Context: an optimization exercise on an open-source flow, tuned for small area and a short achievable clock period. The choices shown serve that exercise and are no tape-out recipe.
Function was checked by simulation only, so behaviour that the tests miss may differ from the original.
Power and IR drop assume default switching activity.

==> run M: inputs <==
// intron_rx_framer
module intron_rx_framer (
    input  wire         clk,
    input  wire         rst,             
    input  wire         soft_reset,      
    input  wire [47:0]  intron_sess,     
    input  wire         rx_valid,
    input  wire [7:0]   rx_data,
    input  wire         alloc_ok,        
    input  wire         cas_valid,
    input  wire [3:0]   cas_old,
    input  wire [3:0]   cas_new,
    input  wire         activity_clr,    
    input  wire         query_valid,     
    input  wire [7:0]   query_idx,
    input  wire         ap_take,         
    output reg  [3:0]   mode,
    output reg          cas_ok,
    output reg          associated,
    output reg          activity,
    output reg          mac_valid,
    output reg  [47:0]  mac,
    output reg  [7:0]   ap_count,
    output reg          ap_valid,
    output reg  [7:0]   ap_index,
    output reg  [127:0] ap_info,
    output reg          pkt_start,
    output wire [15:0]  pkt_len,
    output reg          pkt_wr,
    output wire [7:0]   pkt_data,
    output reg          pkt_end,
    output reg          pkt_good,
    output reg          evt_valid,
    output reg  [2:0]   evt_code,
    output wire [7:0]   evt_type,
    output wire [15:0]  evt_size
);
clock: 8.0 ns
lec_check: 0
abc_area: 1
cap_margin: 20
core_margin: 2
core_utilization: 50
cts_buf_list: sky130_fd_sc_hd__clkbuf_16
cts_cluster_diameter: 100
cts_cluster_size: 30
place_density: 0.65
setup_slack_margin: 5
slew_margin: 20
synth_hierarchical: 1
synth_minimum_keep_size: 0
tns_end_percent: 30
standard.sh (not shown) runs the stock make flow with config.mk's settings and CLKGATE_MAP_FILE= SYNTH_SCRIPT=/design/flow/synth_recipe.tcl, a recipe that flattens the netlist after the stock synthesis.
==> flow/flow/run.sh <==
#!/bin/bash
# Standard layout, with the smallest buffer on every port.
set -euo pipefail
bash standard.sh "BUFFER_PORTS_ARGS=-buffer_cell sky130_fd_sc_hd__buf_1" finish > standard.log 2>&1
==> run B: changes against run M <==
--- a/flow/design.v
+++ b/flow/design.v
@@ -75,10 +75,11 @@
     assign evt_type = rtype;
     assign pkt_data = fbuf[7:0];
     wire        seek, hdr, hend, hp_crc_ok, hp0, hp1, hp_size, hp_sig;
     wire [7:0]  ipos1h;
     wire [3:0]  pos_inc;
+    wire [15:0] sk0s, sk1s, cnt_dec;
     wire        size_zero, plast;
     wire [7:0]  cmp_byte;
     wire [23:0] ck_tab;
     wire        e_fill, e_mac, e_dev, e_cnt, e_link_pkt, e_link_ka;
     wire        e_chk_pay, e_chk_ka, e_oos, e_evt_hdr;
@@ -91,10 +92,11 @@
         .crc(crc), .rcrc(rcrc), .rtype(rtype), .rvar(rvar),
         .lq_valid(lq_valid), .lq_idx(lq_idx), .mode(mode),
         .seek(seek), .hdr(hdr), .hend(hend), .hp_crc_ok(hp_crc_ok),
         .hp0(hp0), .hp1(hp1), .hp_size(hp_size), .hp_sig(hp_sig),
         .ipos1h(ipos1h), .pos_inc(pos_inc),
+        .sk0s(sk0s), .sk1s(sk1s), .cnt_dec(cnt_dec),
         .size_zero(size_zero), .plast(plast),
         .ka_flag(ka_flag),
         .cmp_byte(cmp_byte), .ck_tab(ck_tab),
         .e_fill(e_fill), .e_mac(e_mac), .e_dev(e_dev), .e_cnt(e_cnt),
         .e_link_pkt(e_link_pkt), .e_link_ka(e_link_ka),
@@ -102,31 +104,23 @@
         .e_evt_hdr(e_evt_hdr), .e_code(e_code),
         .e_pstart(e_pstart), .e_strm(e_strm),
         .e_fix_next(e_fix_next), .e_pay_next(e_pay_next),
         .m_is1(m_is1), .m_is23(m_is23), .v_nz(v_nz), .m_dev(m_dev)
     );
-    wire [3:0]  lo0    = {1'b0, cnt[2:0]} + {1'b0, pos[2:0]};
-    wire [3:0]  lo1    = {1'b0, cnt[2:0]} + {1'b0, pos[2:0]} + 4'd1;
-    wire [12:0] hi_inc = cnt[15:3] + 13'd1;
-    wire        hi_max = &cnt[15:3];
-    wire [15:0] sk0s = ~lo0[3] ? {cnt[15:3], lo0[2:0]} :
-                  hi_max  ? 16'hFFFF : {hi_inc, lo0[2:0]};
-    wire [15:0] sk1s = ~lo1[3] ? {cnt[15:3], lo1[2:0]} :
-                  hi_max  ? 16'hFFFF : {hi_inc, lo1[2:0]};
-    wire [15:0] cnt_dec = cnt - 16'd1;
     wire take = rx_valid & ~soft_reset;
-    wire [63:0] intron_all = {intron_sess, INTRON1, INTRON0};
-    reg  [7:0]  iexp;
-    integer k;
-    always @* begin
-        iexp = 8'd0;
-        for (k = 0; k < 8; k = k + 1)
-            iexp = iexp | ({8{ipos1h[k]}} & intron_all[8*k +: 8]);
-    end
-    wire hit  = (rx_data == iexp);
-    wire is55 = (rx_data == INTRON0);
-    wire hit1 = hit & ~ipos1h[0];                
+    wire [7:0] eq_sess;
+    assign eq_sess[0] = (rx_data == INTRON0);
+    assign eq_sess[1] = (rx_data == INTRON1);
+    assign eq_sess[2] = (rx_data == intron_sess[7:0]);
+    assign eq_sess[3] = (rx_data == intron_sess[15:8]);
+    assign eq_sess[4] = (rx_data == intron_sess[23:16]);
+    assign eq_sess[5] = (rx_data == intron_sess[31:24]);
+    assign eq_sess[6] = (rx_data == intron_sess[39:32]);
+    assign eq_sess[7] = (rx_data == intron_sess[47:40]);
+    wire hit  = |(eq_sess & ipos1h);
+    wire hit1 = |(eq_sess[7:1] & ipos1h[7:1]);     
+    wire is55 = eq_sess[0];
     wire byte_ok  = (rx_data == cmp_byte);
     wire [31:0] crc_step = {8'd0, crc[31:8]} ^ rxf_tab(crc[7:0] ^ rx_data);
     function [7:0] tinv;
         input [7:0] a;
         begin
@@ -292,10 +286,13 @@
     output wire        hp1,          
     output wire        hp_size,      
     output wire        hp_sig,       
     output wire [7:0]  ipos1h,       
     output wire [3:0]  pos_inc,
+    output wire [15:0] sk0s,         
+    output wire [15:0] sk1s,         
+    output wire [15:0] cnt_dec,
     output wire        size_zero,
     output wire        plast,        
     output wire [7:0]  cmp_byte,     
     output wire [23:0] ck_tab,       
     output wire        e_fill,       
@@ -342,10 +339,19 @@
         for (g = 0; g < 8; g = g + 1) begin : g_ipos
             assign ipos1h[g] = (pos[2:0] == g);
         end
     endgenerate
     assign pos_inc = pos + 4'd1;
+    wire [3:0]  lo0    = {1'b0, cnt[2:0]} + {1'b0, pos[2:0]};
+    wire [3:0]  lo1    = {1'b0, cnt[2:0]} + {1'b0, pos[2:0]} + 4'd1;
+    wire [12:0] hi_inc = cnt[15:3] + 13'd1;
+    wire        hi_max = &cnt[15:3];
+    assign sk0s = ~lo0[3] ? {cnt[15:3], lo0[2:0]} :
+                  hi_max  ? 16'hFFFF : {hi_inc, lo0[2:0]};
+    assign sk1s = ~lo1[3] ? {cnt[15:3], lo1[2:0]} :
+                  hi_max  ? 16'hFFFF : {hi_inc, lo1[2:0]};
+    assign cnt_dec = cnt - 16'd1;
     assign size_zero = (cnt == 16'd0);
     assign plast     = (cnt == 16'd1);
     function [31:0] rxf_tab;
         input [7:0] i;
         integer k;
--- a/flow/config.mk
+++ b/flow/config.mk
@@ -10,11 +10,10 @@
 export CORE_MARGIN = 2
 export CORE_UTILIZATION = 50
 export CTS_BUF_LIST = sky130_fd_sc_hd__clkbuf_16
 export CTS_CLUSTER_DIAMETER = 100
 export CTS_CLUSTER_SIZE = 30
-export PLACE_DENSITY = 0.65
+export PLACE_DENSITY = 0.7
 export SETUP_SLACK_MARGIN = 5
 export SLEW_MARGIN = 20
 export SYNTH_HIERARCHICAL = 1
 export SYNTH_MINIMUM_KEEP_SIZE = 0
-export TNS_END_PERCENT = 30
==> run R: changes against run M <==
--- a/flow/design.v
+++ b/flow/design.v
@@ -75,10 +75,11 @@
     assign evt_type = rtype;
     assign pkt_data = fbuf[7:0];
     wire        seek, hdr, hend, hp_crc_ok, hp0, hp1, hp_size, hp_sig;
     wire [7:0]  ipos1h;
     wire [3:0]  pos_inc;
+    wire [15:0] sk0s, sk1s, cnt_dec;
     wire        size_zero, plast;
     wire [7:0]  cmp_byte;
     wire [23:0] ck_tab;
     wire        e_fill, e_mac, e_dev, e_cnt, e_link_pkt, e_link_ka;
     wire        e_chk_pay, e_chk_ka, e_oos, e_evt_hdr;
@@ -91,10 +92,11 @@
         .crc(crc), .rcrc(rcrc), .rtype(rtype), .rvar(rvar),
         .lq_valid(lq_valid), .lq_idx(lq_idx), .mode(mode),
         .seek(seek), .hdr(hdr), .hend(hend), .hp_crc_ok(hp_crc_ok),
         .hp0(hp0), .hp1(hp1), .hp_size(hp_size), .hp_sig(hp_sig),
         .ipos1h(ipos1h), .pos_inc(pos_inc),
+        .sk0s(sk0s), .sk1s(sk1s), .cnt_dec(cnt_dec),
         .size_zero(size_zero), .plast(plast),
         .ka_flag(ka_flag),
         .cmp_byte(cmp_byte), .ck_tab(ck_tab),
         .e_fill(e_fill), .e_mac(e_mac), .e_dev(e_dev), .e_cnt(e_cnt),
         .e_link_pkt(e_link_pkt), .e_link_ka(e_link_ka),
@@ -102,31 +104,23 @@
         .e_evt_hdr(e_evt_hdr), .e_code(e_code),
         .e_pstart(e_pstart), .e_strm(e_strm),
         .e_fix_next(e_fix_next), .e_pay_next(e_pay_next),
         .m_is1(m_is1), .m_is23(m_is23), .v_nz(v_nz), .m_dev(m_dev)
     );
-    wire [3:0]  lo0    = {1'b0, cnt[2:0]} + {1'b0, pos[2:0]};
-    wire [3:0]  lo1    = {1'b0, cnt[2:0]} + {1'b0, pos[2:0]} + 4'd1;
-    wire [12:0] hi_inc = cnt[15:3] + 13'd1;
-    wire        hi_max = &cnt[15:3];
-    wire [15:0] sk0s = ~lo0[3] ? {cnt[15:3], lo0[2:0]} :
-                  hi_max  ? 16'hFFFF : {hi_inc, lo0[2:0]};
-    wire [15:0] sk1s = ~lo1[3] ? {cnt[15:3], lo1[2:0]} :
-                  hi_max  ? 16'hFFFF : {hi_inc, lo1[2:0]};
-    wire [15:0] cnt_dec = cnt - 16'd1;
     wire take = rx_valid & ~soft_reset;
-    wire [63:0] intron_all = {intron_sess, INTRON1, INTRON0};
-    reg  [7:0]  iexp;
-    integer k;
-    always @* begin
-        iexp = 8'd0;
-        for (k = 0; k < 8; k = k + 1)
-            iexp = iexp | ({8{ipos1h[k]}} & intron_all[8*k +: 8]);
-    end
-    wire hit  = (rx_data == iexp);
-    wire is55 = (rx_data == INTRON0);
-    wire hit1 = hit & ~ipos1h[0];                
+    wire [7:0] eq_sess;
+    assign eq_sess[0] = (rx_data == INTRON0);
+    assign eq_sess[1] = (rx_data == INTRON1);
+    assign eq_sess[2] = (rx_data == intron_sess[7:0]);
+    assign eq_sess[3] = (rx_data == intron_sess[15:8]);
+    assign eq_sess[4] = (rx_data == intron_sess[23:16]);
+    assign eq_sess[5] = (rx_data == intron_sess[31:24]);
+    assign eq_sess[6] = (rx_data == intron_sess[39:32]);
+    assign eq_sess[7] = (rx_data == intron_sess[47:40]);
+    wire hit  = |(eq_sess & ipos1h);
+    wire hit1 = |(eq_sess[7:1] & ipos1h[7:1]);     
+    wire is55 = eq_sess[0];
     wire byte_ok  = (rx_data == cmp_byte);
     wire [31:0] crc_step = {8'd0, crc[31:8]} ^ rxf_tab(crc[7:0] ^ rx_data);
     function [7:0] tinv;
         input [7:0] a;
         begin
@@ -292,10 +286,13 @@
     output wire        hp1,          
     output wire        hp_size,      
     output wire        hp_sig,       
     output wire [7:0]  ipos1h,       
     output wire [3:0]  pos_inc,
+    output wire [15:0] sk0s,         
+    output wire [15:0] sk1s,         
+    output wire [15:0] cnt_dec,
     output wire        size_zero,
     output wire        plast,        
     output wire [7:0]  cmp_byte,     
     output wire [23:0] ck_tab,       
     output wire        e_fill,       
@@ -342,10 +339,19 @@
         for (g = 0; g < 8; g = g + 1) begin : g_ipos
             assign ipos1h[g] = (pos[2:0] == g);
         end
     endgenerate
     assign pos_inc = pos + 4'd1;
+    wire [3:0]  lo0    = {1'b0, cnt[2:0]} + {1'b0, pos[2:0]};
+    wire [3:0]  lo1    = {1'b0, cnt[2:0]} + {1'b0, pos[2:0]} + 4'd1;
+    wire [12:0] hi_inc = cnt[15:3] + 13'd1;
+    wire        hi_max = &cnt[15:3];
+    assign sk0s = ~lo0[3] ? {cnt[15:3], lo0[2:0]} :
+                  hi_max  ? 16'hFFFF : {hi_inc, lo0[2:0]};
+    assign sk1s = ~lo1[3] ? {cnt[15:3], lo1[2:0]} :
+                  hi_max  ? 16'hFFFF : {hi_inc, lo1[2:0]};
+    assign cnt_dec = cnt - 16'd1;
     assign size_zero = (cnt == 16'd0);
     assign plast     = (cnt == 16'd1);
     function [31:0] rxf_tab;
         input [7:0] i;
         integer k;
--- a/flow/config.mk
+++ b/flow/config.mk
@@ -8,13 +8,12 @@
 export ABC_AREA = 1
 export CAP_MARGIN = 20
 export CORE_MARGIN = 2
 export CORE_UTILIZATION = 50
 export CTS_BUF_LIST = sky130_fd_sc_hd__clkbuf_16
-export CTS_CLUSTER_DIAMETER = 100
-export CTS_CLUSTER_SIZE = 30
+export CTS_CLUSTER_DIAMETER = 60
+export CTS_CLUSTER_SIZE = 25
 export PLACE_DENSITY = 0.65
 export SETUP_SLACK_MARGIN = 5
 export SLEW_MARGIN = 20
 export SYNTH_HIERARCHICAL = 1
 export SYNTH_MINIMUM_KEEP_SIZE = 0
-export TNS_END_PERCENT = 30
==> comparison table <==
|  | run B | run M | run R |
|---|---|---|---|
| Status | complete, no violations | complete, no violations | complete, no violations |
| Final layout net count | 2230 | 2092 | 2221 |
| Design Area, Final | 24100 µm² | 22300 µm² | 24300 µm² |
| Clock network area share | 2.30% | 2.40% | 4.72% |
| Area added between synthesis and finish | 20.9% | 16.1% | 21.7% |
| Non-clock buffering overhead | 12.0% | 9.52% | 10.2% |
| Netlist cell types | 53 | 52 | 53 |
| Vias post-DR | 14100 | 12900 | 13900 |
| Clock latency (worst-skew pair) | 0.55 ns | 0.54 ns | 0.56 ns |
| Final period utilization | 38.3% | 38.6% | 37.7% |
| Global-route met3 utilization | 3.12% | 4.43% | 3.90% |
| Pint | 3.17 mW | 3.11 mW | 3.60 mW |
| Signal arrival time at the worst endpoint | 3.38 ns | 3.39 ns | 3.30 ns |
| Share of the synthesized area in compound gates (AO/OA/AOI/OAI) | 5.43% | 3.75% | 5.43% |
| Die Y-Extent | 204 µm | 200 µm | 204 µm |
| Invs w/o clock | 187 | 171 | 186 |
| Leakage power | 8.89 nW | 8.24 nW | 8.96 nW |
| Sequential fraction of the synthesis area | 64.2% | 66.5% | 64.2% |
| Worst-case vdd ir drop | 0.131 mV | 0.114 mV | 0.145 mV |
| Worst clock skew on the final layout | 0.0274 ns | 0.0216 ns | 0.0406 ns |
| Capture endpoint of the worst hold path | ap_info[80]$_DFFE_PP_ | ap_info[122]$_DFFE_PP_ | ap_info[127]$_DFFE_PP_ |
| Max incr delay on CP | 0.26 ns | 0.32 ns | 0.26 ns |
| Reg area | 12800 µm² | 12800 µm² | 12800 µm² |
| DP Area | 21500 µm² | 20800 µm² | 21500 µm² |
| Global routing usage on met2 | 39.7% | 38.0% | 39.0% |
| Pwr dens | 171 nW/µm² | 178 nW/µm² | 195 nW/µm² |

[separate check: timing with driven ports]
No port has a modelled driver above. Below, the same layouts with a new extraction and two added sets of constraints. Step 1 assumes that a clkbuf_16 drives the clock port and a buf_2 every other input. Step 2 also shifts input and output timing later by t, the mid clock arrival at the registers, as if the neighbouring blocks saw the same clock. Slacks: ideal ports / drivers / drivers and shift; pairs: ideal ports / drivers.
| run | t, ns | setup WS [ns] | hold slack, ns |
|---|---|---|---|
| run M | 0.591 | 4.916 / 4.951 / 4.362 | 0.429 / 0.429 / 0.429 |
| run B | 0.594 | 4.939 / 4.940 / 4.346 | 0.433 / 0.433 / 0.433 |
| run R | 0.603 | 4.985 / 4.995 / 4.408 | 0.427 / 0.427 / 0.427 |
After both steps setup and hold are still met in every run listed. The setup slack of run B, which loses most, moves by +0.001 ns with the drivers and by -0.593 ns with both steps.
